What follows belongs to an exercise in optimizing a design on an open flow for small area; a production flow would make more cautious choices.
Only simulation tests tie the RTL to the original design; equivalence was not proved.
The flow treats the clock pin as an ideal source, which a real chip does not have.
Power is estimated from default activity; no workload was simulated.

Setup of zinc:
// tws_step
module tws_step (
    input  wire clk,
    input  wire rst,
    input  wire scl_in,
    input  wire sda_in,
    input  wire lim_up_pin,
    input  wire lim_dn_pin,
    output wire scl_dl,
    output wire sda_dl,
    output wire step_out,
    output wire dir_out,
    output wire fault_out,
    output wire hb_out
);
Size: about 330 cells after synthesis, ~12 I/O pins, roughly 2600 um^2 of cells after synthesis.
==> module tws_motion, before the edit <==
module tws_motion (
    input  wire       clk,
    input  wire       rst,
    input  wire       lim_up_pin,
    input  wire       lim_dn_pin,
    input  wire [7:0] sbr,
    output wire       bus_active,
    output wire       step_out,
    output wire       dir_out,
    output wire       fault_out,
    output wire       hb_out
);
    localparam [2:0] P_H1 = 3'd0, P_H2 = 3'd1, P_H3 = 3'd2, P_H4 = 3'd3,
                     P_L  = 3'd4, P_X  = 3'd7;
    localparam [1:0] U_C = 2'd0, U_B = 2'd1, U_E = 2'd2, U_S = 2'd3;
    localparam [4:0] H1C = {P_H1, U_C}, H1B = {P_H1, U_B}, H1E = {P_H1, U_E}, H1S = {P_H1, U_S},
                     H2C = {P_H2, U_C}, H2B = {P_H2, U_B}, H2E = {P_H2, U_E}, H2S = {P_H2, U_S},
                     H3C = {P_H3, U_C}, H3B = {P_H3, U_B}, H3E = {P_H3, U_E}, H3S = {P_H3, U_S},
                     H4C = {P_H4, U_C}, H4B = {P_H4, U_B}, H4E = {P_H4, U_E}, H4S = {P_H4, U_S},
                     LC  = {P_L,  U_C}, LB  = {P_L,  U_B}, LE  = {P_L,  U_E}, LT  = {P_L,  U_S},
                     HALT = {P_X, 2'd0};
    reg        lim_up, lim_dn, changed;
    reg [4:0]  st;
    reg [2:0]  tmr;
    reg [7:0]  cq;
    reg [2:0]  cr;
    reg [7:0]  s;
    reg        last_dir;
    reg        hb;
    wire [2:0] ph  = st[4:2];
    wire [1:0] sub = st[1:0];
    wire up_n      = ~lim_up_pin;
    wire dn_n      = lim_dn_pin;
    wire set_c     = (up_n != lim_up) || (dn_n != lim_dn);
    wire changed_m = changed | set_c;
    wire move     = (ph <= P_L);
    wire in_burst = move && (sub == U_B);
    wire tz       = (tmr == 3'd0);
    wire at_t     = (cq == s) && (cr == 3'd0);          
    wire above    = (s > cq);                           
    wire halted   = (st == HALT);
    wire [2:0] hp  = (ph == P_H2) ? 3'd1 : (ph == P_H3) ? 3'd3 : 3'd2;
    wire [2:0] per = (ph == P_H2) ? 3'd1 : (ph == P_H3) ? 3'd5 : 3'd3;
    wire high      = in_burst && (tmr >= hp);
    reg [4:0] n_st;
    reg       issue, mv_dir;
    always @* begin
        n_st   = st;
        issue  = 1'b0;
        mv_dir = 1'b0;
        case (st)
            H1C: if (up_n && !at_t) begin issue = 1'b1; n_st = H1B; end
                 else n_st = H1S;
            H2C: if (!dn_n) begin issue = 1'b1; n_st = H2B; end
                 else n_st = H2S;
            H3C: begin issue = 1'b1; mv_dir = 1'b1; n_st = H3B; end
            H4C: begin issue = 1'b1; mv_dir = 1'b1; n_st = H4B; end
            LC:  if (!at_t) begin issue = 1'b1; mv_dir = above; n_st = LB; end
                 else n_st = LT;
            H1B, H2B, H3B, H4B, LB:
                if (tz && (changed_m || at_t)) n_st = {ph, U_E};
            H1E: n_st = H1C;
            H2E: n_st = H2S;
            H3E: n_st = H3S;
            H4E: n_st = H4S;
            LE:  n_st = LT;
            H1S: if (tz) n_st = (at_t || up_n) ? HALT : H2C;
            H2S: if (tz) n_st = (at_t || !dn_n) ? HALT : H3C;
            H3S: if (tz) n_st = (at_t || dn_n) ? HALT : H4C;
            H4S: if (tz) n_st = LC;
            LT:  n_st = LC;
            default: n_st = HALT;
        endcase
        if (!halted && up_n && dn_n)
            n_st = HALT;
    end
    reg [2:0] n_tmr;
    always @* begin
        if (sub == U_C && move)
            n_tmr = issue ? per : 3'd6;
        else if (sub == U_E && move)
            n_tmr = 3'd6;
        else if (in_burst && tz)
            n_tmr = per;
        else
            n_tmr = tmr - 3'd1;
    end
    wire count  = in_burst && (tmr == hp);    
    wire cnt_up = (ph == P_L) && last_dir;
    reg [7:0] n_cq;
    reg [2:0] n_cr;
    reg       qstep;
    always @* begin
        n_cq  = cq;
        n_cr  = cr;
        qstep = 1'b0;
        case (st)
            H2C: begin n_cq = 8'd225; n_cr = 3'd0; end    
            H3C: begin n_cq = 8'd5;   n_cr = 3'd0; end    
            H4C: begin n_cq = 8'd0;   n_cr = 3'd4; end    
            H4S: begin n_cq = 8'd0;   n_cr = 3'd0; end    
            default: ;
        endcase
        if (count) begin
            if (cnt_up) begin
                if (cr == 3'd4) begin n_cr = 3'd0; qstep = 1'b1; end
                else n_cr = cr + 3'd1;
            end else begin
                if (cr == 3'd0) begin n_cr = (ph == P_L) ? 3'd4 : 3'd7; qstep = 1'b1; end
                else n_cr = cr - 3'd1;
            end
        end
    end
    wire [7:0] qx = cq ^ {8{~cnt_up}};
    wire [7:0] qt;
    assign qt[0] = qstep;
    genvar gi;
    generate for (gi = 1; gi < 8; gi = gi + 1) begin : g_qt
        assign qt[gi] = qt[gi-1] & qx[gi-1];
    end endgenerate
    always @(posedge clk) begin
        lim_up  <= up_n;
        lim_dn  <= dn_n;
        changed <= set_c | (in_burst & changed);
        tmr     <= n_tmr;
        if (rst) begin
            st       <= H1C;
            cq       <= 8'd3;       
            cr       <= 3'd0;
            s        <= 8'd0;
            last_dir <= 1'b0;
            hb       <= 1'b0;
        end else begin
            st <= n_st;
            cq <= n_cq ^ qt;
            cr <= n_cr;
            if (issue && !(up_n && dn_n))
                last_dir <= mv_dir;
            if (st == LT && !(up_n && dn_n)) begin
                s  <= sbr;
                hb <= ~hb;
            end
        end
    end
    assign bus_active = !halted;
    assign step_out   = high;
    assign dir_out    = last_dir;
    assign fault_out  = !halted;
    assign hb_out     = hb;
endmodule
==> flow/config.mk <==
export PLATFORM = sky130hd
export DESIGN_NAME = tws_step
export DESIGN_NICKNAME = tws_step
export VERILOG_FILES = /design/flow/design.v
export SDC_FILE = /design/flow/constraint.sdc
export NUM_CORES = 4
export LEC_CHECK = 0
export CAP_MARGIN = 20
export CORE_MARGIN = 2
export CORE_UTILIZATION = 60
export PLACE_DENSITY = 0.75
export SLEW_MARGIN = 20
==> flow/constraint.sdc <==
create_clock -name core_clock -period 10.0 [get_ports {clk}]
set_input_delay 2.0000 -clock core_clock [delete_from_list [all_inputs] [get_ports {clk}]]
set_output_delay 2.0000 -clock core_clock [all_outputs]
set_load 0.01 [all_outputs]
standard.sh (not shown) runs the stock make flow with config.mk's settings and CLKGATE_MAP_FILE= SYNTH_SCRIPT=/design/flow/synth_recipe.tcl, a recipe that flattens the netlist after the stock synthesis.
==> flow/flow/run.sh <==
#!/bin/bash
# Own layout flow. It runs the standard synthesis unchanged, then maps its
# combinational logic again for area with ABC (the registers stay the same
# instances, names and cells; the new netlist is proven equal to the
# standard one, else the standard one is kept), then the standard layout
# steps with a smaller clock tree and the smallest port buffers.
# Each tool's full output goes to a log file in the work folder.
set -u
W=$PWD
F=$W/flow
R=$W/orfs/results/${FLOW_PLATFORM}/tws_step/base
YOSYS=$FLOW_HOME/../tools/install/yosys/bin/yosys
[ -x "$YOSYS" ] || YOSYS=yosys
ABC=$FLOW_HOME/../tools/install/yosys/bin/yosys-abc
[ -x "$ABC" ] || ABC=yosys-abc
LIB=$FLOW_HOME/platforms/$FLOW_PLATFORM/lib/sky130_fd_sc_hd__tt_025C_1v80.lib

bash standard.sh synth > $W/log_1_synth.log 2>&1 || { echo "standard synthesis failed"; exit 1; }
cp $R/1_2_yosys.v $W/std_synth.v

export REMAP_LIB=$LIB
export REMAP_IN=$W/std_synth.v
export REMAP_DONTUSE="$(grep -oE 'cell \("?sky130_fd_sc_hd__(lpflow|probe)[A-Za-z0-9_]*' $LIB | sed -E 's/cell \("?//' | tr '\n' ' ')"

# ABC runs: different seeds of the AIG optimisation and two mapping
# scripts, eight at a time; then two more rounds, each from the best
# netlist so far
remap_one() {
  local s=$1 map="amap"
  [ $((s % 2)) -eq 0 ] && map="map -a; amap"
  sed -e "s/@SEED@/$s/; s#@ORIG@#$W/remap_in_$s.blif#; s/@MAP@/$map/" $F/area.abc > $W/remap_$s.abc
  # ABC's cec checks the mapped logic against ABC's input (the netlist
  # in REMAP_IN) before it hands the result back
  REMAP_OUT=$W/remap_$s.v REMAP_ABC=$W/remap_$s.abc \
    $YOSYS -c $F/remap.tcl > $W/log_remap_$s.log 2>&1 &&
    grep -q "Networks are equivalent" $W/log_remap_$s.log &&
    ! grep -qi "NOT EQUIVALENT" $W/log_remap_$s.log &&
    touch $W/remap_$s.ok
}
best=""
best_area=""
pick_best() {
  local s a
  for s in "$@"; do
    [ -f $W/remap_$s.ok ] || continue
    a=$(grep -m1 "Chip area for module" $W/remap_$s.v.stat | awk '{print $NF}')
    echo "remap $s: $a (from $REMAP_IN)"
    if [ -z "$best" ] || awk -v a="$a" -v b="$best_area" 'BEGIN{exit !(a<b)}'; then
      best=$s; best_area=$a
    fi
  done
}
echo "standard synthesis: $(grep -m1 "Chip area" $W/orfs/reports/$FLOW_PLATFORM/tws_step/base/synth_stat.txt | awk '{print $NF}')"
for s in 1 2 3 4 5 6 7 8; do remap_one $s & done
wait
for s in 9 10 11 12 13 14 15 16; do remap_one $s & done
wait
pick_best 1 2 3 4 5 6 7 8 9 10 11 12 13 14 15 16
if [ -n "$best" ]; then
  # second round, from the best netlist of the first
  cp $W/remap_$best.v $W/round1_best.v
  export REMAP_IN=$W/round1_best.v
  for s in 21 22 23 24 25 26 27 28; do remap_one $s & done
  wait
  pick_best 21 22 23 24 25 26 27 28
  cp $W/remap_$best.v $W/round2_best.v
  export REMAP_IN=$W/round2_best.v
  for s in 31 32 33 34 35 36 37 38; do remap_one $s & done
  wait
  pick_best 31 32 33 34 35 36 37 38
fi
if [ -n "$best" ]; then
  echo "using remap $best: $best_area"
  cp $W/remap_$best.v $R/1_2_yosys.v
  rm -f $R/1_synth.odb $R/1_synth.sdc
else
  echo "no remap passed; keeping the standard netlist"
fi

# port buffers: the smallest buffer; clock: a few buffers at the centroids
# of groups of registers, driven by the clock port, instead of a tree
export BUFFER_PORTS_ARGS="-buffer_cell sky130_fd_sc_hd__buf_1"
export PRE_CTS_TCL=$F/pre_cts.tcl
export CLKROOT_N=4
export CLKROOT_CELL=sky130_fd_sc_hd__clkbuf_8
bash standard.sh "BUFFER_PORTS_ARGS=$BUFFER_PORTS_ARGS" "PRE_CTS_TCL=$PRE_CTS_TCL" finish > $W/log_2_layout.log 2>&1 || { echo "layout failed"; tail -20 $W/log_2_layout.log; exit 1; }
echo "layout done"
Other scripts of this flow, unchanged in this note and not shown: flow/flow/area.abc, flow/flow/pre_cts.tcl, flow/flow/remap.tcl
Setup changes, zinc to juniper
--- a/flow/design.v
+++ b/flow/design.v
@@ -123,20 +123,21 @@
     output wire       step_out,
     output wire       dir_out,
     output wire       fault_out,
     output wire       hb_out
 );
     localparam [2:0] P_H1 = 3'd0, P_H2 = 3'd1, P_H3 = 3'd2, P_H4 = 3'd3,
-                     P_L  = 3'd4, P_X  = 3'd7;
-    localparam [1:0] U_C = 2'd0, U_B = 2'd1, U_E = 2'd2, U_S = 2'd3;
-    localparam [4:0] H1C = {P_H1, U_C}, H1B = {P_H1, U_B}, H1E = {P_H1, U_E}, H1S = {P_H1, U_S},
-                     H2C = {P_H2, U_C}, H2B = {P_H2, U_B}, H2E = {P_H2, U_E}, H2S = {P_H2, U_S},
-                     H3C = {P_H3, U_C}, H3B = {P_H3, U_B}, H3E = {P_H3, U_E}, H3S = {P_H3, U_S},
-                     H4C = {P_H4, U_C}, H4B = {P_H4, U_B}, H4E = {P_H4, U_E}, H4S = {P_H4, U_S},
-                     LC  = {P_L,  U_C}, LB  = {P_L,  U_B}, LE  = {P_L,  U_E}, LT  = {P_L,  U_S},
-                     HALT = {P_X, 2'd0};
+                     P_L  = 3'd4, P_S  = 3'd5, P_T  = 3'd6, P_X  = 3'd7;
+    localparam [1:0] U_C = 2'd0, U_H = 2'd1, U_L = 2'd2, U_E = 2'd3;
+    localparam [4:0] H1C = {P_H1, U_C}, H1H = {P_H1, U_H}, H1L = {P_H1, U_L}, H1E = {P_H1, U_E},
+                     H2C = {P_H2, U_C}, H2H = {P_H2, U_H}, H2L = {P_H2, U_L}, H2E = {P_H2, U_E},
+                     H3C = {P_H3, U_C}, H3H = {P_H3, U_H}, H3L = {P_H3, U_L}, H3E = {P_H3, U_E},
+                     H4C = {P_H4, U_C}, H4H = {P_H4, U_H}, H4L = {P_H4, U_L}, H4E = {P_H4, U_E},
+                     LC  = {P_L,  U_C}, LH  = {P_L,  U_H}, LL  = {P_L,  U_L}, LE  = {P_L,  U_E},
+                     H1S = {P_S, 2'd0}, H2S = {P_S, 2'd1}, H3S = {P_S, 2'd2}, H4S = {P_S, 2'd3},
+                     LT  = {P_T, 2'd0}, HALT = {P_X, 2'd0};
     reg        lim_up, lim_dn, changed;
     reg [4:0]  st;
     reg [2:0]  tmr;
     reg [7:0]  cq;
     reg [2:0]  cr;
     reg [7:0]  s;
@@ -145,38 +146,38 @@
     wire [2:0] ph  = st[4:2];
     wire [1:0] sub = st[1:0];
     wire up_n      = ~lim_up_pin;
     wire dn_n      = lim_dn_pin;
     wire set_c     = (up_n != lim_up) || (dn_n != lim_dn);
     wire changed_m = changed | set_c;
-    wire move     = (ph <= P_L);
-    wire in_burst = move && (sub == U_B);
+    wire move     = (ph <= P_L);                        
+    wire in_burst = move && (sub == U_H || sub == U_L);
     wire tz       = (tmr == 3'd0);
     wire at_t     = (cq == s) && (cr == 3'd0);          
     wire above    = (s > cq);                           
     wire halted   = (st == HALT);
-    wire [2:0] hp  = (ph == P_H2) ? 3'd1 : (ph == P_H3) ? 3'd3 : 3'd2;
-    wire [2:0] per = (ph == P_H2) ? 3'd1 : (ph == P_H3) ? 3'd5 : 3'd3;
-    wire high      = in_burst && (tmr >= hp);
+    wire [2:0] hpm1 = (ph == P_H2) ? 3'd0 : (ph == P_H3) ? 3'd2 : 3'd1;
     reg [4:0] n_st;
     reg       issue, mv_dir;
     always @* begin
         n_st   = st;
         issue  = 1'b0;
         mv_dir = 1'b0;
         case (st)
-            H1C: if (up_n && !at_t) begin issue = 1'b1; n_st = H1B; end
+            H1C: if (up_n && !at_t) begin issue = 1'b1; n_st = H1H; end
                  else n_st = H1S;
-            H2C: if (!dn_n) begin issue = 1'b1; n_st = H2B; end
+            H2C: if (!dn_n) begin issue = 1'b1; n_st = H2H; end
                  else n_st = H2S;
-            H3C: begin issue = 1'b1; mv_dir = 1'b1; n_st = H3B; end
-            H4C: begin issue = 1'b1; mv_dir = 1'b1; n_st = H4B; end
-            LC:  if (!at_t) begin issue = 1'b1; mv_dir = above; n_st = LB; end
+            H3C: begin issue = 1'b1; mv_dir = 1'b1; n_st = H3H; end
+            H4C: begin issue = 1'b1; mv_dir = 1'b1; n_st = H4H; end
+            LC:  if (!at_t) begin issue = 1'b1; mv_dir = above; n_st = LH; end
                  else n_st = LT;
-            H1B, H2B, H3B, H4B, LB:
-                if (tz && (changed_m || at_t)) n_st = {ph, U_E};
+            H1H, H2H, H3H, H4H, LH:
+                if (tz) n_st = {ph, U_L};
+            H1L, H2L, H3L, H4L, LL:
+                if (tz) n_st = (changed_m || at_t) ? {ph, U_E} : {ph, U_H};
             H1E: n_st = H1C;
             H2E: n_st = H2S;
             H3E: n_st = H3S;
             H4E: n_st = H4S;
             LE:  n_st = LT;
             H1S: if (tz) n_st = (at_t || up_n) ? HALT : H2C;
@@ -189,21 +190,21 @@
         if (!halted && up_n && dn_n)
             n_st = HALT;
     end
     reg [2:0] n_tmr;
     always @* begin
         if (sub == U_C && move)
-            n_tmr = issue ? per : 3'd6;
+            n_tmr = issue ? hpm1 : 3'd6;
         else if (sub == U_E && move)
             n_tmr = 3'd6;
         else if (in_burst && tz)
-            n_tmr = per;
+            n_tmr = hpm1;
         else
             n_tmr = tmr - 3'd1;
     end
-    wire count  = in_burst && (tmr == hp);    
+    wire count  = in_burst && sub == U_H && tz;
     wire cnt_up = (ph == P_L) && last_dir;
     reg [7:0] n_cq;
     reg [2:0] n_cr;
     reg       qstep;
     always @* begin
         n_cq  = cq;
@@ -255,13 +256,13 @@
                 s  <= sbr;
                 hb <= ~hb;
             end
         end
     end
     assign bus_active = !halted;
-    assign step_out   = high;
+    assign step_out   = move && (sub == U_H);
     assign dir_out    = last_dir;
     assign fault_out  = !halted;
     assign hb_out     = hb;
 endmodule
 module tws_step (
     input  wire clk,
--- outcome ---
- juniper has completed all stages; timing, DRC and antenna checks passed.
- | chip width | higher: juniper |
- Clock period minus final worst setup slack came out lower on juniper than on zinc.
- Relative to zinc, the number of cells traversed by the worst register-to-register path of juniper is lower by 2.
- Changes observed in juniper relative to zinc: global-route usage higher, combinational cell fraction of total power increased by 16 points relative to the old numbers, total wirelength of the detailed-routed design shows an increase of 5.6%, post-placement cell count grew by 3.3%.
- juniper vs zinc — mean routed wirelength per cell climbed by a few percent
- juniper: sum of net half-perimeters after detailed placement about 3% above zinc
- Fraction of final layout cells sized beyond drive strength 1 (lower): juniper
- juniper — worst voltage drop across the vdd grid 6.8% higher, zinc as reference
- Cmp juniper and zinc / total power draw / higher: juniper

[re-timing with driven ports]
How much do the figures lean on ideal ports? The routed layouts below were timed once more, with nothing changed but the port constraints. Step 1: set_driving_cell puts a clkbuf_16 on clk and a buf_2 on each other input, an assumption about the parent block. Step 2 moves the port delays by t, midway between the first and last clock arrival at a register: inputs arrive t later, outputs are due t later. That takes back most of the time a late clock gives input paths. Slacks: ideal / step 1 / step 2; pairs: ideal / step 1.
run	shift t [ns]	slack for setup (ns)	latest minus earliest clock arrival (ns)	worst register clock-pin slew, ns	worst data-port slew with drivers (ns)
zinc	0.208	6.122 / 6.064 / 6.030	0.011 / 0.011	0.10 / 0.10	0.03
juniper	0.205	6.209 / 6.169 / 6.038	0.011 / 0.010	0.10 / 0.10	0.03
After both steps setup and hold are still met in every run listed. The setup slack of juniper, which loses most, moves by -0.040 ns with the drivers and by -0.171 ns with both steps.
